Background: an optimization exercise with open tools, aiming at small area. Do not read the settings as production practice. Only simulation tests tie the RTL to the original design; equivalence was not proved. No driver is modelled on the clock port, so clock power and skew are understated where the tree is cut down; a real chip needs a root buffer or a tree. No activity file was given, so power comes from the tool's default toggle rates.

===== flow/config.mk =====
export PLATFORM = sky130hd
export DESIGN_NAME = rc5_decoder
export DESIGN_NICKNAME = rc5_decoder
export VERILOG_FILES = /design/flow/design.v
export SDC_FILE = /design/flow/constraint.sdc
export NUM_CORES = 4
export LEC_CHECK = 0
export CAP_MARGIN = 20
export CORE_MARGIN = 2
export CORE_UTILIZATION = 40
export SLEW_MARGIN = 20
export SYNTH_HIERARCHICAL = 1
export SYNTH_MINIMUM_KEEP_SIZE = 0

===== flow/constraint.sdc =====
create_clock -name core_clock -period 8.0 [get_ports {clk}]
set_input_delay 1.6000 -clock core_clock [delete_from_list [all_inputs] [get_ports {clk}]]
set_output_delay 1.6000 -clock core_clock [all_outputs]
set_load 0.01 [all_outputs]

===== flow/design.v =====
module rc5_decoder (
    input  wire        clk,
    input  wire        rst,           
    input  wire        req_valid,
    input  wire [35:0] req,
    input  wire [31:0] LOW_BOUND,
    input  wire [31:0] HIGH_BOUND,
    output wire [16:0] rsp,
    output wire        available,
    output wire        evt_en,
    output wire        tick_clr
);
    reg        p1, p0;
    reg [13:0] shn;                  
    wire [31:0] ticks = req[31:0];
    wire [15:0] w     = req[15:0];
    wire        o2    = req[35];
    wire        o1    = req[34];
    wire        o0    = req[33];
    wire [32:1] lc, hc;
    wire t_n0;
    rc5_inv   u_ti0 (.a(ticks[0]), .y(t_n0));
    rc5_nor2  u_lc0 (.a(t_n0), .b(LOW_BOUND[0]), .y(lc[1]));    
    rc5_nand2 u_hc0 (.a(t_n0), .b(HIGH_BOUND[0]), .y(hc[1]));    
    wire t_n1, l_nor1, l_nand1, h_nor1, h_nand1;
    rc5_inv   u_ti1 (.a(ticks[1]), .y(t_n1));
    rc5_nor2  u_lo1 (.a(t_n1), .b(LOW_BOUND[1]), .y(l_nor1));
    rc5_nand2 u_la1 (.a(t_n1), .b(LOW_BOUND[1]), .y(l_nand1));
    rc5_nor2  u_ho1 (.a(t_n1), .b(HIGH_BOUND[1]), .y(h_nor1));
    rc5_nand2 u_ha1 (.a(t_n1), .b(HIGH_BOUND[1]), .y(h_nand1));
    rc5_o21ai u_lc1 (.a1(l_nor1), .a2(lc[1]), .b1(l_nand1), .y(lc[2]));
    rc5_o21ai u_hc1 (.a1(h_nor1), .a2(hc[1]), .b1(h_nand1), .y(hc[2]));
    wire t_n2;
    rc5_inv   u_ti2 (.a(ticks[2]), .y(t_n2));
    rc5_maj3  u_lc2 (.a(t_n2), .b(LOW_BOUND[2]), .c(lc[2]), .y(lc[3]));
    rc5_maj3  u_hc2 (.a(t_n2), .b(HIGH_BOUND[2]), .c(hc[2]), .y(hc[3]));
    wire t_n3;
    rc5_inv   u_ti3 (.a(ticks[3]), .y(t_n3));
    rc5_maj3  u_lc3 (.a(t_n3), .b(LOW_BOUND[3]), .c(lc[3]), .y(lc[4]));
    rc5_maj3  u_hc3 (.a(t_n3), .b(HIGH_BOUND[3]), .c(hc[3]), .y(hc[4]));
    wire t_n4;
    rc5_inv   u_ti4 (.a(ticks[4]), .y(t_n4));
    rc5_maj3  u_lc4 (.a(t_n4), .b(LOW_BOUND[4]), .c(lc[4]), .y(lc[5]));
    rc5_maj3  u_hc4 (.a(t_n4), .b(HIGH_BOUND[4]), .c(hc[4]), .y(hc[5]));
    wire t_n5;
    rc5_inv   u_ti5 (.a(ticks[5]), .y(t_n5));
    rc5_maj3  u_lc5 (.a(t_n5), .b(LOW_BOUND[5]), .c(lc[5]), .y(lc[6]));
    rc5_maj3  u_hc5 (.a(t_n5), .b(HIGH_BOUND[5]), .c(hc[5]), .y(hc[6]));
    wire lb_n6, hb_n6, l_and6, l_or6, h_and6, h_or6;
    rc5_inv   u_li6 (.a(LOW_BOUND[6]), .y(lb_n6));
    rc5_inv   u_hi6 (.a(HIGH_BOUND[6]), .y(hb_n6));
    rc5_nor2  u_la6 (.a(ticks[6]), .b(lb_n6), .y(l_and6));
    rc5_nand2 u_lo6 (.a(ticks[6]), .b(lb_n6), .y(l_or6));
    rc5_nor2  u_ha6 (.a(ticks[6]), .b(hb_n6), .y(h_and6));
    rc5_nand2 u_ho6 (.a(ticks[6]), .b(hb_n6), .y(h_or6));
    rc5_o21ai u_lc6 (.a1(l_and6), .a2(lc[6]), .b1(l_or6), .y(lc[7]));
    rc5_o21ai u_hc6 (.a1(h_and6), .a2(hc[6]), .b1(h_or6), .y(hc[7]));
    wire t_n7, l_nor7, l_nand7, h_nor7, h_nand7;
    rc5_inv   u_ti7 (.a(ticks[7]), .y(t_n7));
    rc5_nor2  u_lo7 (.a(t_n7), .b(LOW_BOUND[7]), .y(l_nor7));
    rc5_nand2 u_la7 (.a(t_n7), .b(LOW_BOUND[7]), .y(l_nand7));
    rc5_nor2  u_ho7 (.a(t_n7), .b(HIGH_BOUND[7]), .y(h_nor7));
    rc5_nand2 u_ha7 (.a(t_n7), .b(HIGH_BOUND[7]), .y(h_nand7));
    rc5_o21ai u_lc7 (.a1(l_nor7), .a2(lc[7]), .b1(l_nand7), .y(lc[8]));
    rc5_o21ai u_hc7 (.a1(h_nor7), .a2(hc[7]), .b1(h_nand7), .y(hc[8]));
    wire lb_n8, hb_n8, l_and8, l_or8, h_and8, h_or8;
    rc5_inv   u_li8 (.a(LOW_BOUND[8]), .y(lb_n8));
    rc5_inv   u_hi8 (.a(HIGH_BOUND[8]), .y(hb_n8));
    rc5_nor2  u_la8 (.a(ticks[8]), .b(lb_n8), .y(l_and8));
    rc5_nand2 u_lo8 (.a(ticks[8]), .b(lb_n8), .y(l_or8));
    rc5_nor2  u_ha8 (.a(ticks[8]), .b(hb_n8), .y(h_and8));
    rc5_nand2 u_ho8 (.a(ticks[8]), .b(hb_n8), .y(h_or8));
    rc5_o21ai u_lc8 (.a1(l_and8), .a2(lc[8]), .b1(l_or8), .y(lc[9]));
    rc5_o21ai u_hc8 (.a1(h_and8), .a2(hc[8]), .b1(h_or8), .y(hc[9]));
    wire t_n9, l_nor9, l_nand9, h_nor9, h_nand9;
    rc5_inv   u_ti9 (.a(ticks[9]), .y(t_n9));
    rc5_nor2  u_lo9 (.a(t_n9), .b(LOW_BOUND[9]), .y(l_nor9));
    rc5_nand2 u_la9 (.a(t_n9), .b(LOW_BOUND[9]), .y(l_nand9));
    rc5_nor2  u_ho9 (.a(t_n9), .b(HIGH_BOUND[9]), .y(h_nor9));
    rc5_nand2 u_ha9 (.a(t_n9), .b(HIGH_BOUND[9]), .y(h_nand9));
    rc5_o21ai u_lc9 (.a1(l_nor9), .a2(lc[9]), .b1(l_nand9), .y(lc[10]));
    rc5_o21ai u_hc9 (.a1(h_nor9), .a2(hc[9]), .b1(h_nand9), .y(hc[10]));
    wire lb_n10, hb_n10, l_and10, l_or10, h_and10, h_or10;
    rc5_inv   u_li10 (.a(LOW_BOUND[10]), .y(lb_n10));
    rc5_inv   u_hi10 (.a(HIGH_BOUND[10]), .y(hb_n10));
    rc5_nor2  u_la10 (.a(ticks[10]), .b(lb_n10), .y(l_and10));
    rc5_nand2 u_lo10 (.a(ticks[10]), .b(lb_n10), .y(l_or10));
    rc5_nor2  u_ha10 (.a(ticks[10]), .b(hb_n10), .y(h_and10));
    rc5_nand2 u_ho10 (.a(ticks[10]), .b(hb_n10), .y(h_or10));
    rc5_o21ai u_lc10 (.a1(l_and10), .a2(lc[10]), .b1(l_or10), .y(lc[11]));
    rc5_o21ai u_hc10 (.a1(h_and10), .a2(hc[10]), .b1(h_or10), .y(hc[11]));
    wire t_n11, l_nor11, l_nand11, h_nor11, h_nand11;
    rc5_inv   u_ti11 (.a(ticks[11]), .y(t_n11));
    rc5_nor2  u_lo11 (.a(t_n11), .b(LOW_BOUND[11]), .y(l_nor11));
    rc5_nand2 u_la11 (.a(t_n11), .b(LOW_BOUND[11]), .y(l_nand11));
    rc5_nor2  u_ho11 (.a(t_n11), .b(HIGH_BOUND[11]), .y(h_nor11));
    rc5_nand2 u_ha11 (.a(t_n11), .b(HIGH_BOUND[11]), .y(h_nand11));
    rc5_o21ai u_lc11 (.a1(l_nor11), .a2(lc[11]), .b1(l_nand11), .y(lc[12]));
    rc5_o21ai u_hc11 (.a1(h_nor11), .a2(hc[11]), .b1(h_nand11), .y(hc[12]));
    wire lb_n12, hb_n12, l_and12, l_or12, h_and12, h_or12;
    rc5_inv   u_li12 (.a(LOW_BOUND[12]), .y(lb_n12));
    rc5_inv   u_hi12 (.a(HIGH_BOUND[12]), .y(hb_n12));
    rc5_nor2  u_la12 (.a(ticks[12]), .b(lb_n12), .y(l_and12));
    rc5_nand2 u_lo12 (.a(ticks[12]), .b(lb_n12), .y(l_or12));
    rc5_nor2  u_ha12 (.a(ticks[12]), .b(hb_n12), .y(h_and12));
    rc5_nand2 u_ho12 (.a(ticks[12]), .b(hb_n12), .y(h_or12));
    rc5_o21ai u_lc12 (.a1(l_and12), .a2(lc[12]), .b1(l_or12), .y(lc[13]));
    rc5_o21ai u_hc12 (.a1(h_and12), .a2(hc[12]), .b1(h_or12), .y(hc[13]));
    wire t_n13, l_nor13, l_nand13, h_nor13, h_nand13;
    rc5_inv   u_ti13 (.a(ticks[13]), .y(t_n13));
    rc5_nor2  u_lo13 (.a(t_n13), .b(LOW_BOUND[13]), .y(l_nor13));
    rc5_nand2 u_la13 (.a(t_n13), .b(LOW_BOUND[13]), .y(l_nand13));
    rc5_nor2  u_ho13 (.a(t_n13), .b(HIGH_BOUND[13]), .y(h_nor13));
    rc5_nand2 u_ha13 (.a(t_n13), .b(HIGH_BOUND[13]), .y(h_nand13));
    rc5_o21ai u_lc13 (.a1(l_nor13), .a2(lc[13]), .b1(l_nand13), .y(lc[14]));
    rc5_o21ai u_hc13 (.a1(h_nor13), .a2(hc[13]), .b1(h_nand13), .y(hc[14]));
    wire lb_n14, hb_n14, l_and14, l_or14, h_and14, h_or14;
    rc5_inv   u_li14 (.a(LOW_BOUND[14]), .y(lb_n14));
    rc5_inv   u_hi14 (.a(HIGH_BOUND[14]), .y(hb_n14));
    rc5_nor2  u_la14 (.a(ticks[14]), .b(lb_n14), .y(l_and14));
    rc5_nand2 u_lo14 (.a(ticks[14]), .b(lb_n14), .y(l_or14));
    rc5_nor2  u_ha14 (.a(ticks[14]), .b(hb_n14), .y(h_and14));
    rc5_nand2 u_ho14 (.a(ticks[14]), .b(hb_n14), .y(h_or14));
    rc5_o21ai u_lc14 (.a1(l_and14), .a2(lc[14]), .b1(l_or14), .y(lc[15]));
    rc5_o21ai u_hc14 (.a1(h_and14), .a2(hc[14]), .b1(h_or14), .y(hc[15]));
    wire t_n15, l_nor15, l_nand15, h_nor15, h_nand15;
    rc5_inv   u_ti15 (.a(ticks[15]), .y(t_n15));
    rc5_nor2  u_lo15 (.a(t_n15), .b(LOW_BOUND[15]), .y(l_nor15));
    rc5_nand2 u_la15 (.a(t_n15), .b(LOW_BOUND[15]), .y(l_nand15));
    rc5_nor2  u_ho15 (.a(t_n15), .b(HIGH_BOUND[15]), .y(h_nor15));
    rc5_nand2 u_ha15 (.a(t_n15), .b(HIGH_BOUND[15]), .y(h_nand15));
    rc5_o21ai u_lc15 (.a1(l_nor15), .a2(lc[15]), .b1(l_nand15), .y(lc[16]));
    rc5_o21ai u_hc15 (.a1(h_nor15), .a2(hc[15]), .b1(h_nand15), .y(hc[16]));
    wire lb_n16, hb_n16, l_and16, l_or16, h_and16, h_or16;
    rc5_inv   u_li16 (.a(LOW_BOUND[16]), .y(lb_n16));
    rc5_inv   u_hi16 (.a(HIGH_BOUND[16]), .y(hb_n16));
    rc5_nor2  u_la16 (.a(ticks[16]), .b(lb_n16), .y(l_and16));
    rc5_nand2 u_lo16 (.a(ticks[16]), .b(lb_n16), .y(l_or16));
    rc5_nor2  u_ha16 (.a(ticks[16]), .b(hb_n16), .y(h_and16));
    rc5_nand2 u_ho16 (.a(ticks[16]), .b(hb_n16), .y(h_or16));
    rc5_o21ai u_lc16 (.a1(l_and16), .a2(lc[16]), .b1(l_or16), .y(lc[17]));
    rc5_o21ai u_hc16 (.a1(h_and16), .a2(hc[16]), .b1(h_or16), .y(hc[17]));
    wire t_n17, l_nor17, l_nand17, h_nor17, h_nand17;
    rc5_inv   u_ti17 (.a(ticks[17]), .y(t_n17));
    rc5_nor2  u_lo17 (.a(t_n17), .b(LOW_BOUND[17]), .y(l_nor17));
    rc5_nand2 u_la17 (.a(t_n17), .b(LOW_BOUND[17]), .y(l_nand17));
    rc5_nor2  u_ho17 (.a(t_n17), .b(HIGH_BOUND[17]), .y(h_nor17));
    rc5_nand2 u_ha17 (.a(t_n17), .b(HIGH_BOUND[17]), .y(h_nand17));
    rc5_o21ai u_lc17 (.a1(l_nor17), .a2(lc[17]), .b1(l_nand17), .y(lc[18]));
    rc5_o21ai u_hc17 (.a1(h_nor17), .a2(hc[17]), .b1(h_nand17), .y(hc[18]));
    wire lb_n18, hb_n18, l_and18, l_or18, h_and18, h_or18;
    rc5_inv   u_li18 (.a(LOW_BOUND[18]), .y(lb_n18));
    rc5_inv   u_hi18 (.a(HIGH_BOUND[18]), .y(hb_n18));
    rc5_nor2  u_la18 (.a(ticks[18]), .b(lb_n18), .y(l_and18));
    rc5_nand2 u_lo18 (.a(ticks[18]), .b(lb_n18), .y(l_or18));
    rc5_nor2  u_ha18 (.a(ticks[18]), .b(hb_n18), .y(h_and18));
    rc5_nand2 u_ho18 (.a(ticks[18]), .b(hb_n18), .y(h_or18));
    rc5_o21ai u_lc18 (.a1(l_and18), .a2(lc[18]), .b1(l_or18), .y(lc[19]));
    rc5_o21ai u_hc18 (.a1(h_and18), .a2(hc[18]), .b1(h_or18), .y(hc[19]));
    wire t_n19, l_nor19, l_nand19, h_nor19, h_nand19;
    rc5_inv   u_ti19 (.a(ticks[19]), .y(t_n19));
    rc5_nor2  u_lo19 (.a(t_n19), .b(LOW_BOUND[19]), .y(l_nor19));
    rc5_nand2 u_la19 (.a(t_n19), .b(LOW_BOUND[19]), .y(l_nand19));
    rc5_nor2  u_ho19 (.a(t_n19), .b(HIGH_BOUND[19]), .y(h_nor19));
    rc5_nand2 u_ha19 (.a(t_n19), .b(HIGH_BOUND[19]), .y(h_nand19));
    rc5_o21ai u_lc19 (.a1(l_nor19), .a2(lc[19]), .b1(l_nand19), .y(lc[20]));
    rc5_o21ai u_hc19 (.a1(h_nor19), .a2(hc[19]), .b1(h_nand19), .y(hc[20]));
    wire lb_n20, hb_n20, l_and20, l_or20, h_and20, h_or20;
    rc5_inv   u_li20 (.a(LOW_BOUND[20]), .y(lb_n20));
    rc5_inv   u_hi20 (.a(HIGH_BOUND[20]), .y(hb_n20));
    rc5_nor2  u_la20 (.a(ticks[20]), .b(lb_n20), .y(l_and20));
    rc5_nand2 u_lo20 (.a(ticks[20]), .b(lb_n20), .y(l_or20));
    rc5_nor2  u_ha20 (.a(ticks[20]), .b(hb_n20), .y(h_and20));
    rc5_nand2 u_ho20 (.a(ticks[20]), .b(hb_n20), .y(h_or20));
    rc5_o21ai u_lc20 (.a1(l_and20), .a2(lc[20]), .b1(l_or20), .y(lc[21]));
    rc5_o21ai u_hc20 (.a1(h_and20), .a2(hc[20]), .b1(h_or20), .y(hc[21]));
    wire t_n21, l_nor21, l_nand21, h_nor21, h_nand21;
    rc5_inv   u_ti21 (.a(ticks[21]), .y(t_n21));
    rc5_nor2  u_lo21 (.a(t_n21), .b(LOW_BOUND[21]), .y(l_nor21));
    rc5_nand2 u_la21 (.a(t_n21), .b(LOW_BOUND[21]), .y(l_nand21));
    rc5_nor2  u_ho21 (.a(t_n21), .b(HIGH_BOUND[21]), .y(h_nor21));
    rc5_nand2 u_ha21 (.a(t_n21), .b(HIGH_BOUND[21]), .y(h_nand21));
    rc5_o21ai u_lc21 (.a1(l_nor21), .a2(lc[21]), .b1(l_nand21), .y(lc[22]));
    rc5_o21ai u_hc21 (.a1(h_nor21), .a2(hc[21]), .b1(h_nand21), .y(hc[22]));
    wire lb_n22, hb_n22, l_and22, l_or22, h_and22, h_or22;
    rc5_inv   u_li22 (.a(LOW_BOUND[22]), .y(lb_n22));
    rc5_inv   u_hi22 (.a(HIGH_BOUND[22]), .y(hb_n22));
    rc5_nor2  u_la22 (.a(ticks[22]), .b(lb_n22), .y(l_and22));
    rc5_nand2 u_lo22 (.a(ticks[22]), .b(lb_n22), .y(l_or22));
    rc5_nor2  u_ha22 (.a(ticks[22]), .b(hb_n22), .y(h_and22));
    rc5_nand2 u_ho22 (.a(ticks[22]), .b(hb_n22), .y(h_or22));
    rc5_o21ai u_lc22 (.a1(l_and22), .a2(lc[22]), .b1(l_or22), .y(lc[23]));
    rc5_o21ai u_hc22 (.a1(h_and22), .a2(hc[22]), .b1(h_or22), .y(hc[23]));
    wire t_n23, l_nor23, l_nand23, h_nor23, h_nand23;
    rc5_inv   u_ti23 (.a(ticks[23]), .y(t_n23));
    rc5_nor2  u_lo23 (.a(t_n23), .b(LOW_BOUND[23]), .y(l_nor23));
    rc5_nand2 u_la23 (.a(t_n23), .b(LOW_BOUND[23]), .y(l_nand23));
    rc5_nor2  u_ho23 (.a(t_n23), .b(HIGH_BOUND[23]), .y(h_nor23));
    rc5_nand2 u_ha23 (.a(t_n23), .b(HIGH_BOUND[23]), .y(h_nand23));
    rc5_o21ai u_lc23 (.a1(l_nor23), .a2(lc[23]), .b1(l_nand23), .y(lc[24]));
    rc5_o21ai u_hc23 (.a1(h_nor23), .a2(hc[23]), .b1(h_nand23), .y(hc[24]));
    wire lb_n24, hb_n24, l_and24, l_or24, h_and24, h_or24;
    rc5_inv   u_li24 (.a(LOW_BOUND[24]), .y(lb_n24));
    rc5_inv   u_hi24 (.a(HIGH_BOUND[24]), .y(hb_n24));
    rc5_nor2  u_la24 (.a(ticks[24]), .b(lb_n24), .y(l_and24));
    rc5_nand2 u_lo24 (.a(ticks[24]), .b(lb_n24), .y(l_or24));
    rc5_nor2  u_ha24 (.a(ticks[24]), .b(hb_n24), .y(h_and24));
    rc5_nand2 u_ho24 (.a(ticks[24]), .b(hb_n24), .y(h_or24));
    rc5_o21ai u_lc24 (.a1(l_and24), .a2(lc[24]), .b1(l_or24), .y(lc[25]));
    rc5_o21ai u_hc24 (.a1(h_and24), .a2(hc[24]), .b1(h_or24), .y(hc[25]));
    wire t_n25, l_nor25, l_nand25, h_nor25, h_nand25;
    rc5_inv   u_ti25 (.a(ticks[25]), .y(t_n25));
    rc5_nor2  u_lo25 (.a(t_n25), .b(LOW_BOUND[25]), .y(l_nor25));
    rc5_nand2 u_la25 (.a(t_n25), .b(LOW_BOUND[25]), .y(l_nand25));
    rc5_nor2  u_ho25 (.a(t_n25), .b(HIGH_BOUND[25]), .y(h_nor25));
    rc5_nand2 u_ha25 (.a(t_n25), .b(HIGH_BOUND[25]), .y(h_nand25));
    rc5_o21ai u_lc25 (.a1(l_nor25), .a2(lc[25]), .b1(l_nand25), .y(lc[26]));
    rc5_o21ai u_hc25 (.a1(h_nor25), .a2(hc[25]), .b1(h_nand25), .y(hc[26]));
    wire lb_n26, hb_n26, l_and26, l_or26, h_and26, h_or26;
    rc5_inv   u_li26 (.a(LOW_BOUND[26]), .y(lb_n26));
    rc5_inv   u_hi26 (.a(HIGH_BOUND[26]), .y(hb_n26));
    rc5_nor2  u_la26 (.a(ticks[26]), .b(lb_n26), .y(l_and26));
    rc5_nand2 u_lo26 (.a(ticks[26]), .b(lb_n26), .y(l_or26));
    rc5_nor2  u_ha26 (.a(ticks[26]), .b(hb_n26), .y(h_and26));
    rc5_nand2 u_ho26 (.a(ticks[26]), .b(hb_n26), .y(h_or26));
    rc5_o21ai u_lc26 (.a1(l_and26), .a2(lc[26]), .b1(l_or26), .y(lc[27]));
    rc5_o21ai u_hc26 (.a1(h_and26), .a2(hc[26]), .b1(h_or26), .y(hc[27]));
    wire t_n27, l_nor27, l_nand27, h_nor27, h_nand27;
    rc5_inv   u_ti27 (.a(ticks[27]), .y(t_n27));
    rc5_nor2  u_lo27 (.a(t_n27), .b(LOW_BOUND[27]), .y(l_nor27));
    rc5_nand2 u_la27 (.a(t_n27), .b(LOW_BOUND[27]), .y(l_nand27));
    rc5_nor2  u_ho27 (.a(t_n27), .b(HIGH_BOUND[27]), .y(h_nor27));
    rc5_nand2 u_ha27 (.a(t_n27), .b(HIGH_BOUND[27]), .y(h_nand27));
    rc5_o21ai u_lc27 (.a1(l_nor27), .a2(lc[27]), .b1(l_nand27), .y(lc[28]));
    rc5_o21ai u_hc27 (.a1(h_nor27), .a2(hc[27]), .b1(h_nand27), .y(hc[28]));
    wire lb_n28, hb_n28, l_and28, l_or28, h_and28, h_or28;
    rc5_inv   u_li28 (.a(LOW_BOUND[28]), .y(lb_n28));
    rc5_inv   u_hi28 (.a(HIGH_BOUND[28]), .y(hb_n28));
    rc5_nor2  u_la28 (.a(ticks[28]), .b(lb_n28), .y(l_and28));
    rc5_nand2 u_lo28 (.a(ticks[28]), .b(lb_n28), .y(l_or28));
    rc5_nor2  u_ha28 (.a(ticks[28]), .b(hb_n28), .y(h_and28));
    rc5_nand2 u_ho28 (.a(ticks[28]), .b(hb_n28), .y(h_or28));
    rc5_o21ai u_lc28 (.a1(l_and28), .a2(lc[28]), .b1(l_or28), .y(lc[29]));
    rc5_o21ai u_hc28 (.a1(h_and28), .a2(hc[28]), .b1(h_or28), .y(hc[29]));
    wire t_n29, l_nor29, l_nand29, h_nor29, h_nand29;
    rc5_inv   u_ti29 (.a(ticks[29]), .y(t_n29));
    rc5_nor2  u_lo29 (.a(t_n29), .b(LOW_BOUND[29]), .y(l_nor29));
    rc5_nand2 u_la29 (.a(t_n29), .b(LOW_BOUND[29]), .y(l_nand29));
    rc5_nor2  u_ho29 (.a(t_n29), .b(HIGH_BOUND[29]), .y(h_nor29));
    rc5_nand2 u_ha29 (.a(t_n29), .b(HIGH_BOUND[29]), .y(h_nand29));
    rc5_o21ai u_lc29 (.a1(l_nor29), .a2(lc[29]), .b1(l_nand29), .y(lc[30]));
    rc5_o21ai u_hc29 (.a1(h_nor29), .a2(hc[29]), .b1(h_nand29), .y(hc[30]));
    wire lb_n30, hb_n30, l_and30, l_or30, h_and30, h_or30;
    rc5_inv   u_li30 (.a(LOW_BOUND[30]), .y(lb_n30));
    rc5_inv   u_hi30 (.a(HIGH_BOUND[30]), .y(hb_n30));
    rc5_nor2  u_la30 (.a(ticks[30]), .b(lb_n30), .y(l_and30));
    rc5_nand2 u_lo30 (.a(ticks[30]), .b(lb_n30), .y(l_or30));
    rc5_nor2  u_ha30 (.a(ticks[30]), .b(hb_n30), .y(h_and30));
    rc5_nand2 u_ho30 (.a(ticks[30]), .b(hb_n30), .y(h_or30));
    rc5_o21ai u_lc30 (.a1(l_and30), .a2(lc[30]), .b1(l_or30), .y(lc[31]));
    rc5_o21ai u_hc30 (.a1(h_and30), .a2(hc[30]), .b1(h_or30), .y(hc[31]));
    wire t_n31, l_nor31, l_nand31, h_nor31, h_nand31;
    rc5_inv   u_ti31 (.a(ticks[31]), .y(t_n31));
    rc5_nor2  u_lo31 (.a(t_n31), .b(LOW_BOUND[31]), .y(l_nor31));
    rc5_nand2 u_la31 (.a(t_n31), .b(LOW_BOUND[31]), .y(l_nand31));
    rc5_nor2  u_ho31 (.a(t_n31), .b(HIGH_BOUND[31]), .y(h_nor31));
    rc5_nand2 u_ha31 (.a(t_n31), .b(HIGH_BOUND[31]), .y(h_nand31));
    rc5_o21ai u_lc31 (.a1(l_nor31), .a2(lc[31]), .b1(l_nand31), .y(lc[32]));
    rc5_o21ai u_hc31 (.a1(h_nor31), .a2(hc[31]), .b1(h_nand31), .y(hc[32]));
    wire is_long;
    rc5_nor2b u_long (.a(lc[32]), .b(hc[32]), .y(is_long));    
    wire en, x10, nd, deliver, arm;
    rc5_or2    u_en   (.a(p1), .b(p0), .y(en));                        
    rc5_xor2   u_x10  (.a(o1), .b(o0), .y(x10));
    rc5_nand3  u_nd   (.a(req_valid), .b(x10), .c(en), .y(nd));
    rc5_nor3   u_dlv  (.a(nd), .b(o2), .c(rst), .y(deliver));
    assign tick_clr = deliver;
    rc5_and4b  u_arm  (.a(o2), .b(req_valid), .c(o1), .d(o0), .y(arm));    
    wire eL_n, eP;
    rc5_mux2i  u_el   (.s(o0), .a1(is_long), .a0(req[1]), .y(eL_n));    
    rc5_mux2   u_ep   (.s(o0), .a1(req[32]), .a0(req[0]), .y(eP));
    wire nb, y_bad, m_err_n, err, emit, d_a, d_b, done;
    rc5_xnor2  u_nb   (.a(shn[0]), .b(p0), .y(nb));                    
    rc5_xnor2  u_ybad (.a(eP), .b(nb), .y(y_bad));                     
    rc5_maj3   u_merr (.a(eL_n), .b(shn[13]), .c(p0), .y(m_err_n));
    rc5_nand2b u_err  (.a(y_bad), .b(m_err_n), .y(err));               
    rc5_nand2  u_emit (.a(p0), .b(eL_n), .y(emit));                    
    rc5_nor2   u_da   (.a(nb), .b(shn[12]), .y(d_a));                  
    rc5_nor2   u_db   (.a(shn[0]), .b(shn[13]), .y(d_b));              
    rc5_mux2   u_done (.s(emit), .a1(d_a), .a0(d_b), .y(done));
    wire p1_d, p1_m_n, z, dp_n, x_n, w_n, p1_nx, p0_nx;
    rc5_o21ai  u_p1d  (.a1(err), .a2(done), .b1(p1), .y(p1_d));         
    rc5_mux2i  u_p1m  (.s(deliver), .a1(p1_d), .a0(p1), .y(p1_m_n));
    rc5_nor3   u_p1n  (.a(rst), .b(arm), .c(p1_m_n), .y(p1_nx));
    rc5_a21oi  u_z    (.a1(p0), .a2(eL_n), .b1(d_a), .y(z));            
    rc5_nand2  u_dp   (.a(deliver), .b(p1), .y(dp_n));
    rc5_a21oi  u_x    (.a1(p0), .a2(dp_n), .b1(arm), .y(x_n));
    rc5_o21ai  u_w    (.a1(err), .a2(z), .b1(deliver), .y(w_n));
    rc5_a21oi  u_p0n  (.a1(x_n), .a2(w_n), .b1(rst), .y(p0_nx));
    wire p1_n, sft_n, hold, shift, h13_n;
    rc5_inv    u_p1n2 (.a(p1), .y(p1_n));
    rc5_nand3  u_sft  (.a(deliver), .b(p1), .c(emit), .y(sft_n));      
    rc5_o21ai  u_hold (.a1(p1_n), .a2(emit), .b1(deliver), .y(hold));  
    rc5_inv    u_shf  (.a(hold), .y(shift));
    rc5_or2    u_h13  (.a(shift), .b(rst), .y(h13_n));                 
    wire [13:0] shn_nx;
    genvar k;
    generate
        for (k = 1; k < 13; k = k + 1) begin : g_sh
            rc5_o22a u_sh (.a1(sft_n), .a2(shn[k-1]), .b1(shift), .b2(shn[k]), .y(shn_nx[k]));
        end
    endgenerate
    rc5_a2bb2o u_sh0 (.a1_n(sft_n), .a2_n(nb), .b1(hold), .b2(shn[0]), .y(shn_nx[0]));
    rc5_o22a u_sh13 (.a1(sft_n), .a2(shn[12]), .b1(h13_n), .b2(shn[13]), .y(shn_nx[13]));
    always @(posedge clk) begin
        p1  <= p1_nx;
        p0  <= p0_nx;
        shn <= shn_nx;
    end
    wire g, avail, ga_n, take_n, xcmd, xtog, xaddr;
    rc5_and3b  u_g    (.a(rst), .b(req_valid), .c(o2), .y(g));         
    rc5_nor2   u_av   (.a(en), .b(shn[13]), .y(avail));                
    rc5_nand2  u_ga   (.a(g), .b(avail), .y(ga_n));
    rc5_or3    u_take (.a(o1), .b(o0), .c(ga_n), .y(take_n));          
    rc5_and3b  u_xc   (.a(o1), .b(g), .c(o0), .y(xcmd));
    rc5_and3b  u_xt   (.a(o0), .b(g), .c(o1), .y(xtog));
    rc5_and3   u_xa   (.a(g), .b(o1), .c(o0), .y(xaddr));
    assign available = avail;
    assign evt_en    = en;
    rc5_o31a   u_r16  (.a1(o1), .a2(o0), .a3(avail), .b1(g), .y(rsp[16]));
    assign rsp[15:14] = 2'b00;
    generate
        for (k = 6; k < 14; k = k + 1) begin : g_rw
            rc5_nor2 u_r (.a(take_n), .b(shn[k]), .y(rsp[k]));
        end
        for (k = 1; k < 5; k = k + 1) begin : g_rc
            wire c_n, a_n;
            rc5_nand2  u_c (.a(xcmd), .b(w[k]), .y(c_n));
            rc5_nand2  u_a (.a(xaddr), .b(w[k+6]), .y(a_n));
            rc5_o211ai u_r (.a1(take_n), .a2(shn[k]), .b1(c_n), .c1(a_n), .y(rsp[k]));
        end
    endgenerate
    wire r5_c, r0_ct, r0_a;
    rc5_nand2  u_r5c (.a(xcmd), .b(w[5]), .y(r5_c));
    rc5_o21ai  u_r5  (.a1(take_n), .a2(shn[5]), .b1(r5_c), .y(rsp[5]));
    rc5_a22oi  u_r0c (.a1(xcmd), .a2(w[0]), .b1(xtog), .b2(w[11]), .y(r0_ct));
    rc5_nand2  u_r0a (.a(xaddr), .b(w[6]), .y(r0_a));
    rc5_o211ai u_r0  (.a1(take_n), .a2(shn[0]), .b1(r0_ct), .c1(r0_a), .y(rsp[0]));
endmodule
module rc5_inv    (input wire a, output wire y);                          assign y = ~a;                  endmodule
module rc5_nand2  (input wire a, input wire b, output wire y);            assign y = ~(a & b);            endmodule
module rc5_nor2   (input wire a, input wire b, output wire y);            assign y = ~(a | b);            endmodule
module rc5_or2    (input wire a, input wire b, output wire y);            assign y = a | b;               endmodule
module rc5_xor2   (input wire a, input wire b, output wire y);            assign y = a ^ b;               endmodule
module rc5_xnor2  (input wire a, input wire b, output wire y);            assign y = ~(a ^ b);            endmodule
module rc5_nor2b  (input wire a, input wire b, output wire y);            assign y = ~a & b;              endmodule
module rc5_nand2b (input wire a, input wire b, output wire y);            assign y = a | ~b;              endmodule
module rc5_nand3  (input wire a, input wire b, input wire c, output wire y); assign y = ~(a & b & c);     endmodule
module rc5_nor3   (input wire a, input wire b, input wire c, output wire y); assign y = ~(a | b | c);     endmodule
module rc5_and3   (input wire a, input wire b, input wire c, output wire y); assign y = a & b & c;        endmodule
module rc5_and3b  (input wire a, input wire b, input wire c, output wire y); assign y = ~a & b & c;       endmodule
module rc5_nor3b  (input wire a, input wire b, input wire c, output wire y); assign y = ~a & ~b & c;      endmodule
module rc5_or3b   (input wire a, input wire b, input wire c, output wire y); assign y = a | b | ~c;       endmodule
module rc5_maj3   (input wire a, input wire b, input wire c, output wire y); assign y = (a & b) | (c & (a | b)); endmodule
module rc5_and4b  (input wire a, input wire b, input wire c, input wire d, output wire y); assign y = ~a & b & c & d;    endmodule
module rc5_mux2   (input wire s, input wire a1, input wire a0, output wire y); assign y = s ? a1 : a0;     endmodule
module rc5_mux2i  (input wire s, input wire a1, input wire a0, output wire y); assign y = ~(s ? a1 : a0);  endmodule
module rc5_o21ai  (input wire a1, input wire a2, input wire b1, output wire y); assign y = ~((a1 | a2) & b1); endmodule
module rc5_or3    (input wire a, input wire b, input wire c, output wire y); assign y = a | b | c;        endmodule
module rc5_o21a   (input wire a1, input wire a2, input wire b1, output wire y); assign y = (a1 | a2) & b1;  endmodule
module rc5_o22a   (input wire a1, input wire a2, input wire b1, input wire b2, output wire y);
    assign y = (a1 | a2) & (b1 | b2);
endmodule
module rc5_o211ai (input wire a1, input wire a2, input wire b1, input wire c1, output wire y);
    assign y = ~((a1 | a2) & b1 & c1);
endmodule
module rc5_a2bb2o (input wire a1_n, input wire a2_n, input wire b1, input wire b2, output wire y);
    assign y = (~a1_n & ~a2_n) | (b1 & b2);
endmodule
module rc5_a21oi  (input wire a1, input wire a2, input wire b1, output wire y); assign y = ~((a1 & a2) | b1); endmodule
module rc5_o31a   (input wire a1, input wire a2, input wire a3, input wire b1, output wire y);
    assign y = (a1 | a2 | a3) & b1;
endmodule
module rc5_a22oi  (input wire a1, input wire a2, input wire b1, input wire b2, output wire y);
    assign y = ~((a1 & a2) | (b1 & b2));
endmodule

===== flow/flow/run.sh =====
#!/bin/bash
# The standard layout (standard.sh, standard synthesis script), with:
#  * DONT_USE_CELLS: the platform's list plus the larger drive strengths of
#    the logic cells (flow/dont_use.txt), so that synthesis maps the
#    single-gate modules of the RTL to the smallest cells;
#  * port buffers of the smallest buffer cell (buf_1) instead of the cell
#    buffer_ports picks by default;
#  * a clock tree of clkbuf_4 cells, one sink cluster and no dummy loads,
#    which flow/post_cts.tcl (run at the end of the CTS step) collapses to
#    its root buffer, sized to clkbuf_8, driving all 16 registers.
# The whole output of the flow goes to standard_flow.log; ORFS keeps each
# step's log under orfs/logs/.
set -euo pipefail
here=$(cd "$(dirname "$0")" && pwd)
DONT_USE=$(cat "$here/dont_use.txt")
CTS="-sink_clustering_enable -repair_clock_nets -dont_use_dummy_load"
CTS="$CTS -buf_list sky130_fd_sc_hd__clkbuf_4 -root_buf sky130_fd_sc_hd__clkbuf_4"
CTS="$CTS -sink_clustering_buffer sky130_fd_sc_hd__clkbuf_4"
CTS="$CTS -sink_clustering_size 30 -sink_clustering_max_diameter 300"
bash standard.sh "DONT_USE_CELLS=$DONT_USE" \
    "BUFFER_PORTS_ARGS=-buffer_cell sky130_fd_sc_hd__buf_1" \
    "CTS_ARGS=$CTS" "POST_CTS_TCL=$here/post_cts.tcl" finish > standard_flow.log 2>&1

===== flow/flow/dont_use.txt =====
sky130_fd_sc_hd__probe_p_8 sky130_fd_sc_hd__probec_p_8 sky130_fd_sc_hd__lpflow_bleeder_1 sky130_fd_sc_hd__lpflow_bleeder_1 sky130_fd_sc_hd__lpflow_clkbufkapwr_1 sky130_fd_sc_hd__lpflow_clkbufkapwr_16 sky130_fd_sc_hd__lpflow_clkbufkapwr_2 sky130_fd_sc_hd__lpflow_clkbufkapwr_4 sky130_fd_sc_hd__lpflow_clkbufkapwr_8 sky130_fd_sc_hd__lpflow_clkinvkapwr_1 sky130_fd_sc_hd__lpflow_clkinvkapwr_16 sky130_fd_sc_hd__lpflow_clkinvkapwr_2 sky130_fd_sc_hd__lpflow_clkinvkapwr_4 sky130_fd_sc_hd__lpflow_clkinvkapwr_8 sky130_fd_sc_hd__lpflow_decapkapwr_12 sky130_fd_sc_hd__lpflow_decapkapwr_3 sky130_fd_sc_hd__lpflow_decapkapwr_4 sky130_fd_sc_hd__lpflow_decapkapwr_6 sky130_fd_sc_hd__lpflow_decapkapwr_8 sky130_fd_sc_hd__lpflow_inputiso0n_1 sky130_fd_sc_hd__lpflow_inputiso0p_1 sky130_fd_sc_hd__lpflow_inputiso1n_1 sky130_fd_sc_hd__lpflow_inputiso1p_1 sky130_fd_sc_hd__lpflow_inputisolatch_1 sky130_fd_sc_hd__lpflow_isobufsrc_1 sky130_fd_sc_hd__lpflow_isobufsrc_16 sky130_fd_sc_hd__lpflow_isobufsrc_2 sky130_fd_sc_hd__lpflow_isobufsrc_4 sky130_fd_sc_hd__lpflow_isobufsrc_8 sky130_fd_sc_hd__lpflow_isobufsrckapwr_16 sky130_fd_sc_hd__lpflow_lsbuf_lh_hl_isowell_tap_1 sky130_fd_sc_hd__lpflow_lsbuf_lh_hl_isowell_tap_2 sky130_fd_sc_hd__lpflow_lsbuf_lh_hl_isowell_tap_4 sky130_fd_sc_hd__lpflow_lsbuf_lh_isowell_4 sky130_fd_sc_hd__lpflow_lsbuf_lh_isowell_tap_1 sky130_fd_sc_hd__lpflow_lsbuf_lh_isowell_tap_2 sky130_fd_sc_hd__lpflow_lsbuf_lh_isowell_tap_4  sky130_fd_sc_hd__a2111o_2 sky130_fd_sc_hd__a2111o_4 sky130_fd_sc_hd__a2111oi_2 sky130_fd_sc_hd__a2111oi_4 sky130_fd_sc_hd__a211o_2 sky130_fd_sc_hd__a211o_4 sky130_fd_sc_hd__a211oi_2 sky130_fd_sc_hd__a211oi_4 sky130_fd_sc_hd__a21bo_2 sky130_fd_sc_hd__a21bo_4 sky130_fd_sc_hd__a21boi_2 sky130_fd_sc_hd__a21boi_4 sky130_fd_sc_hd__a21o_2 sky130_fd_sc_hd__a21o_4 sky130_fd_sc_hd__a21oi_2 sky130_fd_sc_hd__a21oi_4 sky130_fd_sc_hd__a221o_2 sky130_fd_sc_hd__a221o_4 sky130_fd_sc_hd__a221oi_2 sky130_fd_sc_hd__a221oi_4 sky130_fd_sc_hd__a22o_2 sky130_fd_sc_hd__a22o_4 sky130_fd_sc_hd__a22oi_2 sky130_fd_sc_hd__a22oi_4 sky130_fd_sc_hd__a2bb2o_2 sky130_fd_sc_hd__a2bb2o_4 sky130_fd_sc_hd__a2bb2oi_2 sky130_fd_sc_hd__a2bb2oi_4 sky130_fd_sc_hd__a311o_2 sky130_fd_sc_hd__a311o_4 sky130_fd_sc_hd__a311oi_2 sky130_fd_sc_hd__a311oi_4 sky130_fd_sc_hd__a31o_2 sky130_fd_sc_hd__a31o_4 sky130_fd_sc_hd__a31oi_2 sky130_fd_sc_hd__a31oi_4 sky130_fd_sc_hd__a32o_2 sky130_fd_sc_hd__a32o_4 sky130_fd_sc_hd__a32oi_2 sky130_fd_sc_hd__a32oi_4 sky130_fd_sc_hd__a41o_2 sky130_fd_sc_hd__a41o_4 sky130_fd_sc_hd__a41oi_2 sky130_fd_sc_hd__a41oi_4 sky130_fd_sc_hd__and2_2 sky130_fd_sc_hd__and2_4 sky130_fd_sc_hd__and2b_2 sky130_fd_sc_hd__and2b_4 sky130_fd_sc_hd__and3_2 sky130_fd_sc_hd__and3_4 sky130_fd_sc_hd__and3b_2 sky130_fd_sc_hd__and3b_4 sky130_fd_sc_hd__and4_2 sky130_fd_sc_hd__and4_4 sky130_fd_sc_hd__and4b_2 sky130_fd_sc_hd__and4b_4 sky130_fd_sc_hd__and4bb_2 sky130_fd_sc_hd__and4bb_4 sky130_fd_sc_hd__dfbbn_2 sky130_fd_sc_hd__dfrbp_2 sky130_fd_sc_hd__dfrtp_2 sky130_fd_sc_hd__dfrtp_4 sky130_fd_sc_hd__dfsbp_2 sky130_fd_sc_hd__dfstp_2 sky130_fd_sc_hd__dfstp_4 sky130_fd_sc_hd__dlclkp_2 sky130_fd_sc_hd__dlclkp_4 sky130_fd_sc_hd__dlrbn_2 sky130_fd_sc_hd__dlrbp_2 sky130_fd_sc_hd__dlrtn_2 sky130_fd_sc_hd__dlrtn_4 sky130_fd_sc_hd__dlrtp_2 sky130_fd_sc_hd__dlrtp_4 sky130_fd_sc_hd__dlxbn_2 sky130_fd_sc_hd__dlxtn_2 sky130_fd_sc_hd__dlxtn_4 sky130_fd_sc_hd__ebufn_2 sky130_fd_sc_hd__ebufn_4 sky130_fd_sc_hd__ebufn_8 sky130_fd_sc_hd__einvn_2 sky130_fd_sc_hd__einvn_4 sky130_fd_sc_hd__einvn_8 sky130_fd_sc_hd__einvp_2 sky130_fd_sc_hd__einvp_4 sky130_fd_sc_hd__einvp_8 sky130_fd_sc_hd__fa_2 sky130_fd_sc_hd__fa_4 sky130_fd_sc_hd__ha_2 sky130_fd_sc_hd__ha_4 sky130_fd_sc_hd__inv_12 sky130_fd_sc_hd__inv_16 sky130_fd_sc_hd__inv_2 sky130_fd_sc_hd__inv_4 sky130_fd_sc_hd__inv_6 sky130_fd_sc_hd__inv_8 sky130_fd_sc_hd__maj3_2 sky130_fd_sc_hd__maj3_4 sky130_fd_sc_hd__mux2_2 sky130_fd_sc_hd__mux2_4 sky130_fd_sc_hd__mux2_8 sky130_fd_sc_hd__mux2i_2 sky130_fd_sc_hd__mux2i_4 sky130_fd_sc_hd__mux4_2 sky130_fd_sc_hd__mux4_4 sky130_fd_sc_hd__nand2_2 sky130_fd_sc_hd__nand2_4 sky130_fd_sc_hd__nand2_8 sky130_fd_sc_hd__nand2b_2 sky130_fd_sc_hd__nand2b_4 sky130_fd_sc_hd__nand3_2 sky130_fd_sc_hd__nand3_4 sky130_fd_sc_hd__nand3b_2 sky130_fd_sc_hd__nand3b_4 sky130_fd_sc_hd__nand4_2 sky130_fd_sc_hd__nand4_4 sky130_fd_sc_hd__nand4b_2 sky130_fd_sc_hd__nand4b_4 sky130_fd_sc_hd__nand4bb_2 sky130_fd_sc_hd__nand4bb_4 sky130_fd_sc_hd__nor2_2 sky130_fd_sc_hd__nor2_4 sky130_fd_sc_hd__nor2_8 sky130_fd_sc_hd__nor2b_2 sky130_fd_sc_hd__nor2b_4 sky130_fd_sc_hd__nor3_2 sky130_fd_sc_hd__nor3_4 sky130_fd_sc_hd__nor3b_2 sky130_fd_sc_hd__nor3b_4 sky130_fd_sc_hd__nor4_2 sky130_fd_sc_hd__nor4_4 sky130_fd_sc_hd__nor4b_2 sky130_fd_sc_hd__nor4b_4 sky130_fd_sc_hd__nor4bb_2 sky130_fd_sc_hd__nor4bb_4 sky130_fd_sc_hd__o2111a_2 sky130_fd_sc_hd__o2111a_4 sky130_fd_sc_hd__o2111ai_2 sky130_fd_sc_hd__o2111ai_4 sky130_fd_sc_hd__o211a_2 sky130_fd_sc_hd__o211a_4 sky130_fd_sc_hd__o211ai_2 sky130_fd_sc_hd__o211ai_4 sky130_fd_sc_hd__o21a_2 sky130_fd_sc_hd__o21a_4 sky130_fd_sc_hd__o21ai_2 sky130_fd_sc_hd__o21ai_4 sky130_fd_sc_hd__o21ba_2 sky130_fd_sc_hd__o21ba_4 sky130_fd_sc_hd__o21bai_2 sky130_fd_sc_hd__o21bai_4 sky130_fd_sc_hd__o221a_2 sky130_fd_sc_hd__o221a_4 sky130_fd_sc_hd__o221ai_2 sky130_fd_sc_hd__o221ai_4 sky130_fd_sc_hd__o22a_2 sky130_fd_sc_hd__o22a_4 sky130_fd_sc_hd__o22ai_2 sky130_fd_sc_hd__o22ai_4 sky130_fd_sc_hd__o2bb2a_2 sky130_fd_sc_hd__o2bb2a_4 sky130_fd_sc_hd__o2bb2ai_2 sky130_fd_sc_hd__o2bb2ai_4 sky130_fd_sc_hd__o311a_2 sky130_fd_sc_hd__o311a_4 sky130_fd_sc_hd__o311ai_2 sky130_fd_sc_hd__o311ai_4 sky130_fd_sc_hd__o31a_2 sky130_fd_sc_hd__o31a_4 sky130_fd_sc_hd__o31ai_2 sky130_fd_sc_hd__o31ai_4 sky130_fd_sc_hd__o32a_2 sky130_fd_sc_hd__o32a_4 sky130_fd_sc_hd__o32ai_2 sky130_fd_sc_hd__o32ai_4 sky130_fd_sc_hd__o41a_2 sky130_fd_sc_hd__o41a_4 sky130_fd_sc_hd__o41ai_2 sky130_fd_sc_hd__o41ai_4 sky130_fd_sc_hd__or2_2 sky130_fd_sc_hd__or2_4 sky130_fd_sc_hd__or2b_2 sky130_fd_sc_hd__or2b_4 sky130_fd_sc_hd__or3_2 sky130_fd_sc_hd__or3_4 sky130_fd_sc_hd__or3b_2 sky130_fd_sc_hd__or3b_4 sky130_fd_sc_hd__or4_2 sky130_fd_sc_hd__or4_4 sky130_fd_sc_hd__or4b_2 sky130_fd_sc_hd__or4b_4 sky130_fd_sc_hd__or4bb_2 sky130_fd_sc_hd__or4bb_4 sky130_fd_sc_hd__sdfbbn_2 sky130_fd_sc_hd__sdfrbp_2 sky130_fd_sc_hd__sdfrtp_2 sky130_fd_sc_hd__sdfrtp_4 sky130_fd_sc_hd__sdfsbp_2 sky130_fd_sc_hd__sdfstp_2 sky130_fd_sc_hd__sdfstp_4 sky130_fd_sc_hd__sdfxbp_2 sky130_fd_sc_hd__sdfxtp_2 sky130_fd_sc_hd__sdfxtp_4 sky130_fd_sc_hd__sdlclkp_2 sky130_fd_sc_hd__sdlclkp_4 sky130_fd_sc_hd__sedfxbp_2 sky130_fd_sc_hd__sedfxtp_2 sky130_fd_sc_hd__sedfxtp_4 sky130_fd_sc_hd__xnor2_2 sky130_fd_sc_hd__xnor2_4 sky130_fd_sc_hd__xnor3_2 sky130_fd_sc_hd__xnor3_4 sky130_fd_sc_hd__xor2_2 sky130_fd_sc_hd__xor2_4 sky130_fd_sc_hd__xor3_2 sky130_fd_sc_hd__xor3_4

===== flow/flow/post_cts.tcl =====
# Run by the CTS step after clock_tree_synthesis (POST_CTS_TCL): collapse
# the two-level clock tree built for these 16 registers to its root
# buffer, sized up to clkbuf_8, which then drives every register.
set db    [ord::get_db]
set block [ord::get_db_block]
set clk_port_net [$block findNet clk]
set roots {}
foreach it [$clk_port_net getITerms] {
  lappend roots [$it getInst]
}
if { [llength $roots] == 1 } {
  set root [lindex $roots 0]
  set root_net [[$root findITerm X] getNet]
  set leaves {}
  foreach it [$root_net getITerms] {
    set inst [$it getInst]
    if { [$it isInputSignal] && [string match "*clkbuf*" [[$inst getMaster] getName]] } {
      lappend leaves $inst
    }
  }
  foreach inst $leaves {
    set leaf_net [[$inst findITerm X] getNet]
    set sinks {}
    foreach s [$leaf_net getITerms] {
      if { [$s isInputSignal] } { lappend sinks $s }
    }
    foreach s $sinks {
      $s disconnect
      $s connect $root_net
    }
    puts "post_cts: removed [$inst getName] ([[$inst getMaster] getName]), [llength $sinks] sinks moved to [$root_net getName]"
    odb::dbInst_destroy $inst
    odb::dbNet_destroy $leaf_net
  }
  $root swapMaster [$db findMaster sky130_fd_sc_hd__clkbuf_8]
  puts "post_cts: root [$root getName] is now [[$root getMaster] getName]"
  detailed_placement
  check_placement -verbose
  estimate_parasitics -placement
  report_clock_skew
  report_worst_slack -max
  report_worst_slack -min
} else {
  puts "post_cts: clock port drives [llength $roots] cells, left as it is"
}

===== flow/standard.sh =====
#!/bin/bash
# synth_recipe.tcl (not shown) runs the flow's synth.tcl, then flattens the netlist and writes it again
# the make line also repeats each setting of config.mk as NAME=value (left out here)
make -C /OpenROAD-flow-scripts/flow DESIGN_CONFIG=/design/flow/config.mk WORK_HOME=/design/flow/orfs CLKGATE_MAP_FILE= SYNTH_SCRIPT=/design/flow/synth_recipe.tcl "${@:-finish}"

==> run notes, run 1 <==
For the pin with the worst max-slew slack, the measured transition is 611 ps. For the number of fill cells, the log shows 515. The total negative setup slack came out at 0 ps. The run gives 0 as the count of endpoints failing hold in the final timing report. The number of enable flip-flop cells after synthesis is 0, and the sum of net half-perimeters after detailed placement is 4410 um.

Ranked by total cell area, the synthesized netlist is headed by dfxtp_1 (18%), o21ai_1 (17%), nand2_1 (15%), nor2_1 (14%), inv_1 (10%). Routability-driven placement finished with a final weighted congestion of 0.886. The number of max-capacitance violations reported is 0. For this run, design rule violations remaining after detail routing come to 0. The initial utilization of the core area, before any placement, comes to 40.8%. The worst path in the final design needs a cycle of 7340 ps, including I/O delays and setup.

The share of synthesized flip-flops with an asynchronous set or reset works out to 0%. In this run the remaining antenna-violating nets after routing total 0. The logs give 1.91 ps for the worst-case clock skew and 18.3% for the share of the yosys chip area belonging to registers. The cell-internal power came out at 0.146 mW. The run gives 1,859 as the via count of the first global-routing pass. The detailed router finished its first iteration with 83 violations. Global routing used 20.5% of the available tracks across all layers. Most area-hungry cell type in the Yosys netlist: dfxtp_1. After the last flow step, the layout net total stands at 538.

Static timing analysis puts the maximum clock frequency at 136 MHz. The initial antenna violation count is 0, and the height of the die is 70.2 um. The fraction of post-synthesis cell area in the top cell type by area works out to 18.3%. The first global-routing pass estimated 8160 um of wire. Using the TritonRoute via totals, the vias-per-cell ratio works out to 4.64.

In the synthesized netlist the dominant register cell turns out to be dfxtp_1. The average wire per cell in the routed design was 10.4 um. Of the total power, the share spent switching nets is 33.0%. At the worst endpoint, the arrival time is 7390 ps. The stage delay of the slowest cell on the critical path was 370 ps; the remaining global-route overflow was 0. For the number of ports placed on the die boundary, the log shows 123. The number of pins with negative max-slew slack in the final report came out at 0. The combinational fraction of design power was 40.0%. The footprint of the flip-flops and latches came out at 320 um^2. In the post-synthesis netlist, the cell with the most instances is nand2_1.

The clock net in this run drives a total of 16 sinks. The number of port buffers works out to 120. The initialized floorplan defines 24 standard-cell rows. Entering global routing, the biggest net connects 17 pins. Data on the critical path is required at its endpoint by 8050 ps.

Summed over all nets, the switching power comes to 0.0717 mW. The run gives 2,251 as the total number of vias. Setup violations remaining at the end of the flow were counted as 0.

The placeable core region came out at 4290 um^2. The synthesis-stage register bit count was 16. Capturing element type of the critical path: a flip-flop. The clock transition at the register clock pins on the worst setup and hold paths after CTS was 90 ps; the cell area after synthesis was 1750 um^2. In this run the power density over the cells is 94.9 nW/um^2. The final critical path takes up 91.7% of the cycle. Worst min-delay path category: flip-flop to flip-flop. The worst setup path is of the primary input to flip-flop kind. Relative to the synthesized area, the layout overhead comes to 30.8%. In this run the worst path has a maximum fanout of 4. Category of the worst setup path launch point: a primary input. The kind of cell with the highest combined delay along the critical path is compound AO/OA/AOI/OAI gates. For the number of antenna cells inserted, the log shows 0. The cell with the most instances on the worst path was o21ai_1. Together, buffers and inverters on the worst path number 3. Counting instances in the post-synthesis netlist gives the leading cell types as nand2_1 (68), nor2_1 (66), o21ai_1 (58). After synthesis, the mean cell area works out to 5.62 um^2.

Summing all multi-input logic gate instances after layout gives 1240 um^2. In the final layout, the share of cells above drive strength 1 is 0.924%. The final layout contains routed wiring with a total length of 5030 um. In this run the tightest slew margin relative to its limit is 59.0%.

Setup repair after global routing left no endpoint under its margin. The Yosys step of the flow raised 7 warnings. Yosys mapped the design onto 27 distinct sky130hd cell types.

Summed over all cells, the static leakage comes to 1.04 nW. Clock latency on the worst-skew pair, taken at its later pin, is 150 ps. The flow ran to the end and the layout has no timing, DRC or antenna violations. The die covers 4930 um^2. The slowest stage of the critical path belongs to the cell maj3_1.

The die boundary width works out to 70.2 um. Sequential cells account for 46.4% of the total power. The share of total power dissipated in the clock network is 13.6%. Before antenna repair, the detailed router went through 5 iterations. The logs give 0.218 mW for the total power after layout and 138 uV for the peak supply drop.

After technology mapping, the gate count stands at 312.
-- cells in the final DEF (no fill, tap or decap) --
cell	instances
nor2_1	66
nor2b_1	1
maj3_1	9
clkbuf_2	1
buf_1	119
mux2_1	2
a22oi_1	1
mux2i_1	2
o22a_1	13
xnor2_1	2
or3_1	1
or2_1	2
nand2_1	68
o21ai_1	58
clkbuf_8	1
buf_4	1
nor3_1	2
bufinv_8	1
nand2b_1	1
dfxtp_1	16
o211ai_1	5
inv_1	46
and3_1	1
o2bb2ai_1	1
and4b_1	1
xor2_1	1
and3b_1	3
conb_1	2
o31a_1	1
a21oi_1	3
nand3_1	2
-- layout make-up --
cell class / count / share of cell area, %
timing repair buffer: 121 / 20.0
sequential: 16 / 14.0
tap: 52 / 2.84
clock buffer: 1 / 0.600
multi-input combinational: 248 / 54.3
inverter: 47 / 8.29
-- through the flow --
stage	hold slack, ps	worst slack [ps]	instance area, um^2	cells	utilization, %
after global placement	493	120	2260	483	52.6
after global routing	537	36.2	2290	485	53.4
after floorplan	474	1100	1760	313	-
final	510	662	2290	485	53.4
after detailed placement	495	173	2260	483	52.6
-- power by group through the flow --
stage / registers (mW) / clock network, mW / logic [mW]
global route: 0.103 / 0.0349 / 0.101
floorplan: 0.101 / 0 / 0.0558
finish: 0.101 / 0.0296 / 0.0870
detailed placement: 0.103 / 0 / 0.0871
global placement: 0.103 / 0 / 0.0854
-- worst paths after layout --
| check | start | endpoint | slack, ps | depth (start not counted) |
|---|---|---|---|---|
| worst max-delay path | req[1] | shn[13] | 660 | 41 |
| worst min-delay path | shn[10] | shn[10] | 510 | 1 |
| worst min register to register | shn[10] | shn[10] | 510 | 1 |
| worst max register to register | p0 | shn[11] | 5790 | 5 |
-- kinds of logic after synthesis --
| group | count (synthesis) | synth area share, % |
|---|---|---|
| adders and majority gates | 9 | 5.14 |
| and+or+nand+nor | 148 | 34.0 |
| xor gates and xnor gates | 3 | 1.50 |
| AOI/OAI and AO/OA | 82 | 27.5 |
| buffers and inverters | 49 | 10.9 |
| other | 1 | 0.214 |
| muxes | 4 | 2.43 |
| DFF | 16 | 18.3 |
-- modules after synthesis, one instance, submodules excluded, a selection --
module | copies in the design | cells inside
rc5_decoder | 1 | 19
rc5_mux2 | 2 | 1
rc5_mux2i | 2 | 1
rc5_maj3 | 9 | 1
rc5_and4b | 1 | 1
rc5_a2bb2o | 1 | 1
rc5_xor2 | 1 | 1
rc5_and3b | 3 | 1
rc5_a22oi | 1 | 1
rc5_o211ai | 5 | 1
rc5_or3 | 1 | 1
rc5_nor2b | 1 | 1
rc5_and3 | 1 | 1
rc5_nand2 | 68 | 1
rc5_inv | 47 | 1
-- registers in the layout, summed over array words and instances, names as in the netlist --
| register | count |
|---|---|
| shn | 14 |
| p0 | 1 |
| p1 | 1 |
-- layer usage --
layer	vias to the layer above	track usage [%]	share of wire, %
met5	-	0	0
met4	0	3.63	1.5
met3	8	3.75	8.5
met2	71	34.2	45
met1	916	27.8	45
li1	1256	-	-
==> inputs of run 2 (changes only) <==
--- a/flow/config.mk
+++ b/flow/config.mk
@@ -5,9 +5,10 @@
 export SDC_FILE = /design/flow/constraint.sdc
 export NUM_CORES = 4
 export LEC_CHECK = 0
-export CAP_MARGIN = 20
+export CAP_MARGIN = 0
 export CORE_MARGIN = 2
 export CORE_UTILIZATION = 40
-export SLEW_MARGIN = 20
+export SETUP_SLACK_MARGIN = -1.0
+export SLEW_MARGIN = 0
 export SYNTH_HIERARCHICAL = 1
 export SYNTH_MINIMUM_KEEP_SIZE = 0
==> run notes, run 2 <==
The flow ran to the end and the layout has no timing, DRC or antenna violations. The final routed wirelength across all metal layers was 4990 um (-0.83%). Proportion of total power due to net switching: 32.9% (about the same).

For the number of ports placed on the die boundary, the log shows 123 (unchanged). The tools report the remaining max-slew budget at the tightest pin as 60.5% (+1.5 points). The clock transition at the register clock pins on the worst setup and hold paths after CTS works out to 90 ps (about the same). The count of cell types in the netlist came out at 27 (unchanged).

The worst setup path is launched from a primary input. The total number of vias was 2,254 (+0.13%). The post-synthesis cell count was 312 (unchanged); the met1 track demand over resource was 27.8% (unchanged). From synthesis to final layout, the design area changed by 29.6%. The library cells used most frequently in the layout, excluding fill and tap cells, are buf_1 (120), nand2_1 (68), nor2_1 (66). The compound-cell area share of the yosys netlist is 27.5% (unchanged). The number of pins with negative max-slew slack in the final report was 0 (unchanged). The tools report the number of nets with antenna violations after routing as 0 (unchanged). The worst setup path is of the primary input to flip-flop kind.

The worst min-delay path category is flip-flop to flip-flop. The number of vias per cell is 4.66 (+0.34%). The effective utilization at floorplan came out at 40.8% (unchanged). The count of endpoints failing setup in the final report is 0 (unchanged). The logs give 0 (unchanged) for the number of max-capacitance violations reported and 52.9% (-0.52 points) for the utilization after layout. Per-instance average area after synthesis: 5.62 um^2 (unchanged).

The number of standard-cell rows in the floorplan came out at 24 (unchanged). The most common cell in the synthesized netlist is nand2_1. For the number of fill cells, the log shows 518 (+0.58%). The tools report the overall global routing resource usage as 20.5% (unchanged). The tools report the global-route wire length before repair as 8160 um (unchanged).

The die boundary width works out to 70.2 um (unchanged). Xor and xnor area share after synthesis: 1.50% (unchanged). After global routing, the most crowded layer is met2.

The ratio of final minimum period to clock period came out at 95.8% (+4.1 points). The tools report the sum of net half-perimeters after detailed placement as 4410 um (unchanged). The tools report the final weighted congestion in routability-driven placement as 0.886 (unchanged). For the cell area after synthesis, the log shows 1750 um^2 (unchanged). The tools report the full die area as 4930 um^2 (unchanged). The capturing element type of the critical path was a flip-flop. Among all flip-flop cells after synthesis, the most frequent one is dfxtp_1.

The number of enable flip-flop cells after synthesis was 0 (unchanged). The met2 routing resource usage after global routing came out at 34.2% (unchanged). The tools report the highest achievable clock rate as 130 MHz (-4.3%). The share of synthesized flip-flops with an asynchronous set or reset works out to 0% (unchanged). The run gives 7 (unchanged) as the Yosys warning count. The fraction of post-synthesis cell area in the top cell type by area works out to 18.3% (unchanged). The power per cell area works out to 95.9 nW/um^2 (+1.1%). The number of port buffers works out to 120 (unchanged). Post-layout instance area: 2270 um^2 (-0.98%). For the sequential fraction of design power, the log shows 46.4% (about the same).

The sink count of the clock tree was 16 (unchanged). Sorting the synthesized cells by how often they occur yields nand2_1 (68), nor2_1 (66), o21ai_1 (58). The remaining global-route overflow came out at 0 (unchanged). The logs give 7720 ps (+330 ps) for the data arrival at the endpoint of the critical path and 3.75% (unchanged) for the met3 routing resource usage after global routing. The stage delay of the slowest cell on the critical path works out to 370 ps (about the same).

The cell-internal power is 0.146 mW (+0.14%). The commonest non-fill, non-tap cell in the layout was buf_1. Number of antenna cells inserted: 0 (unchanged). The number of detailed-routing iterations run before antenna repair is 5 (unchanged), and the time the final worst path needs with I/O delays and setup is 7670 ps (+327 ps). The footprint of the flip-flops and latches was 320 um^2 (unchanged); the share of final-layout standard cells stronger than drive strength 1 was 0.231% (-0.69 points).

The proportion of synthesized area in mux cells came out at 2.43% (unchanged). In the final layout, the registers with the most flip-flops are shn (14), p0 (1), p1 (1). The relative contribution of the clock network to total power is 13.7% (about the same). The average wire per cell in the routed design is 10.3 um (-0.63%), and the slew of the pin with the lowest slew margin is 588 ps (-23.1 ps). The share of the yosys chip area belonging to registers was 18.3% (unchanged).

The cell area reported after detailed placement is 2260 um^2 (unchanged), and the maximum fanout along the worst path is 13 (+9). The synthesis-stage register bit count is 16 (unchanged), and the net total in the final layout is 537 (-0.19%). shn holds more flip-flops than any other register. The multi-input gate area in the final layout was 1240 um^2 (unchanged); the number of flip-flops under the largest register name was 14 (unchanged). The initial antenna violation count was 0 (unchanged); the initial DRC count was 97 (+17%).

The worst-skew pair later-pin latency came out at 150 ps (about the same). The peak supply drop is 143 uV (+3.7%), and the count of endpoints failing hold in the final timing report is 0 (unchanged). The combinational fraction of design power came out at 40.0% (about the same). Critical path's slowest cell: maj3_1. By area the synthesized netlist is led by dfxtp_1 (18%), o21ai_1 (17%), nand2_1 (15%), nor2_1 (14%), inv_1 (10%). The share of synthesized cell area in full adder, half adder and majority cells came out at 5.14% (unchanged). The tools report the net switching power figure as 0.0718 mW (about the same). Leakage power of the design: 1.02 nW (-1.5%). Summed over all instances, the cell type with the most area after synthesis is dfxtp_1. The post-synthesis simple-gate area fraction works out to 34.0% (unchanged). The via count of the first global-routing pass is 1,859 (unchanged), and the worst-case clock skew is 2.32 ps (+0.409 ps).

The cell with the most instances on the worst path is o21ai_1. After synthesis, the largest family of logic cells by area is simple AND/OR/NAND/NOR gates. For the placeable core region, the log shows 4290 um^2 (unchanged). The number of design rule violations left after detail routing came out at 0 (unchanged). The required time of the worst setup path came out at 8050 ps (about the same). The tools report the total negative setup slack as 0 ps (unchanged). The largest net degree at the start of global routing was 17 (unchanged); the height of the die was 70.2 um (unchanged).
## run 2: changes by cell type in the layout (fill, tap and decap cells not counted)
cell      before  now
buf_1        119  120
buf_4          1    0
bufinv_8       1    0
clkbuf_2       1    0
inv_1         46   47
## run 2: critical path, delay by kind of cell
family | cells | cell delay [ps]
multiplexers | 1 | 220
buffers and inverters | 3 | 430
AO/OA/AOI/OAI | 29 | 3400
AND/OR/NAND/NOR | 4 | 620
adder cells (fa/ha/maj) | 4 | 1440
## run 2: layer usage
metal	routed length (um)	up-vias	share of wire, %
li1	-	1254	-
met1	2240	913	45
met2	2210	79	44
met3	454	8	9.1
met4	78	0	1.6
met5	0	-	0
## run 2: power by group through the flow
stage,sequential (mW),clock [mW],combinational [mW]
after floorplan,0.101,0,0.0558
after global placement,0.103,0,0.0854
after detailed placement,0.103,0,0.0871
after global routing,0.103,0.0349,0.101
final,0.101,0.0298,0.0870
## run 2: final timing paths
| check | from | endpoint | slack (ps) | cells past startpoint |
|---|---|---|---|---|
| hold / removal | shn[10] | shn[10] | 510 | 1 |
| setup / recovery | req[1] | shn[13] | 330 | 41 |
| setup reg to reg | p0 | shn[11] | 5800 | 5 |
| hold reg to reg | shn[10] | shn[10] | 510 | 1 |
## run 2: final cells by class
type	count	area share, %
well taps	52	2.87
flip-flops and latches	16	14.1
clock buffers	1	0.606
repair buffers	120	19.8
inverters	47	7.77
multi-input cells	248	54.8
## run 2: through the flow
stage	cells	worst slack, ps	power, mW	hold WS (ps)
5_1_grt	484	-468	0.239	537
3_5_place_dp	483	173	0.190	495
2_1_floorplan	313	1100	0.156	474
3_3_place_gp	483	120	0.188	493
6_report	484	335	0.218	512
## run 2: per-module statistics from Yosys (local to each module, per instance), a selection
| module | copies in the design | cells |
|---|---|---|
| rc5_inv | 47 | 1 |
| rc5_and3 | 1 | 1 |
| rc5_or3 | 1 | 1 |
| rc5_o211ai | 5 | 1 |
| rc5_a21oi | 3 | 1 |
| rc5_mux2 | 2 | 1 |
| rc5_nor3 | 2 | 1 |
| rc5_nand2b | 1 | 1 |
| rc5_mux2i | 2 | 1 |
| rc5_nand3 | 2 | 1 |
| rc5_nor2b | 1 | 1 |
| rc5_and4b | 1 | 1 |
## run 2: cells by family (layout without fill, tap and decap cells)
family                     Yosys count  after routing
AOI/OAI and AO/OA                   82             82
xor gates and xnor gates             3              3
adders and majority gates            9              9
buffers and inverters               49            168
DFF                                 16             16
muxes                                4              4
other                                1              2
and+or+nand+nor                    148            148

==> re-timing with driven ports <==
How much do the figures lean on ideal ports? The routed layouts below were timed once more, with nothing changed but the port constraints.
Step 1 sets driving cells, clkbuf_16 on the clock port and buf_2 on the other inputs (assumed; they add their load-dependent delay and slew).
Step 2 times the ports against the registers' clock, not the clock port: input delays grow and output delays shrink by t, the midpoint of the rising clock arrivals with the driver on.
Slacks: ideal ports / drivers / drivers and shift; pairs: ideal ports / drivers.
run | t, ns | setup WS [ns] | hold WS [ns] | clock arrival spread, ns | worst data-port slew with drivers (ns)
run 1 | 0.168 | 0.662 / 0.650 / 0.483 | 0.510 / 0.510 / 0.510 | 0.002 / 0.001 | 0.05
run 2 | 0.168 | 0.335 / 0.323 / 0.155 | 0.512 / 0.512 / 0.512 | 0.002 / 0.002 | 0.06
After both steps every run listed still meets setup and hold. For run 2, which loses most, drivers alone change the setup slack by -0.012 ns; drivers and shift together by -0.180 ns.
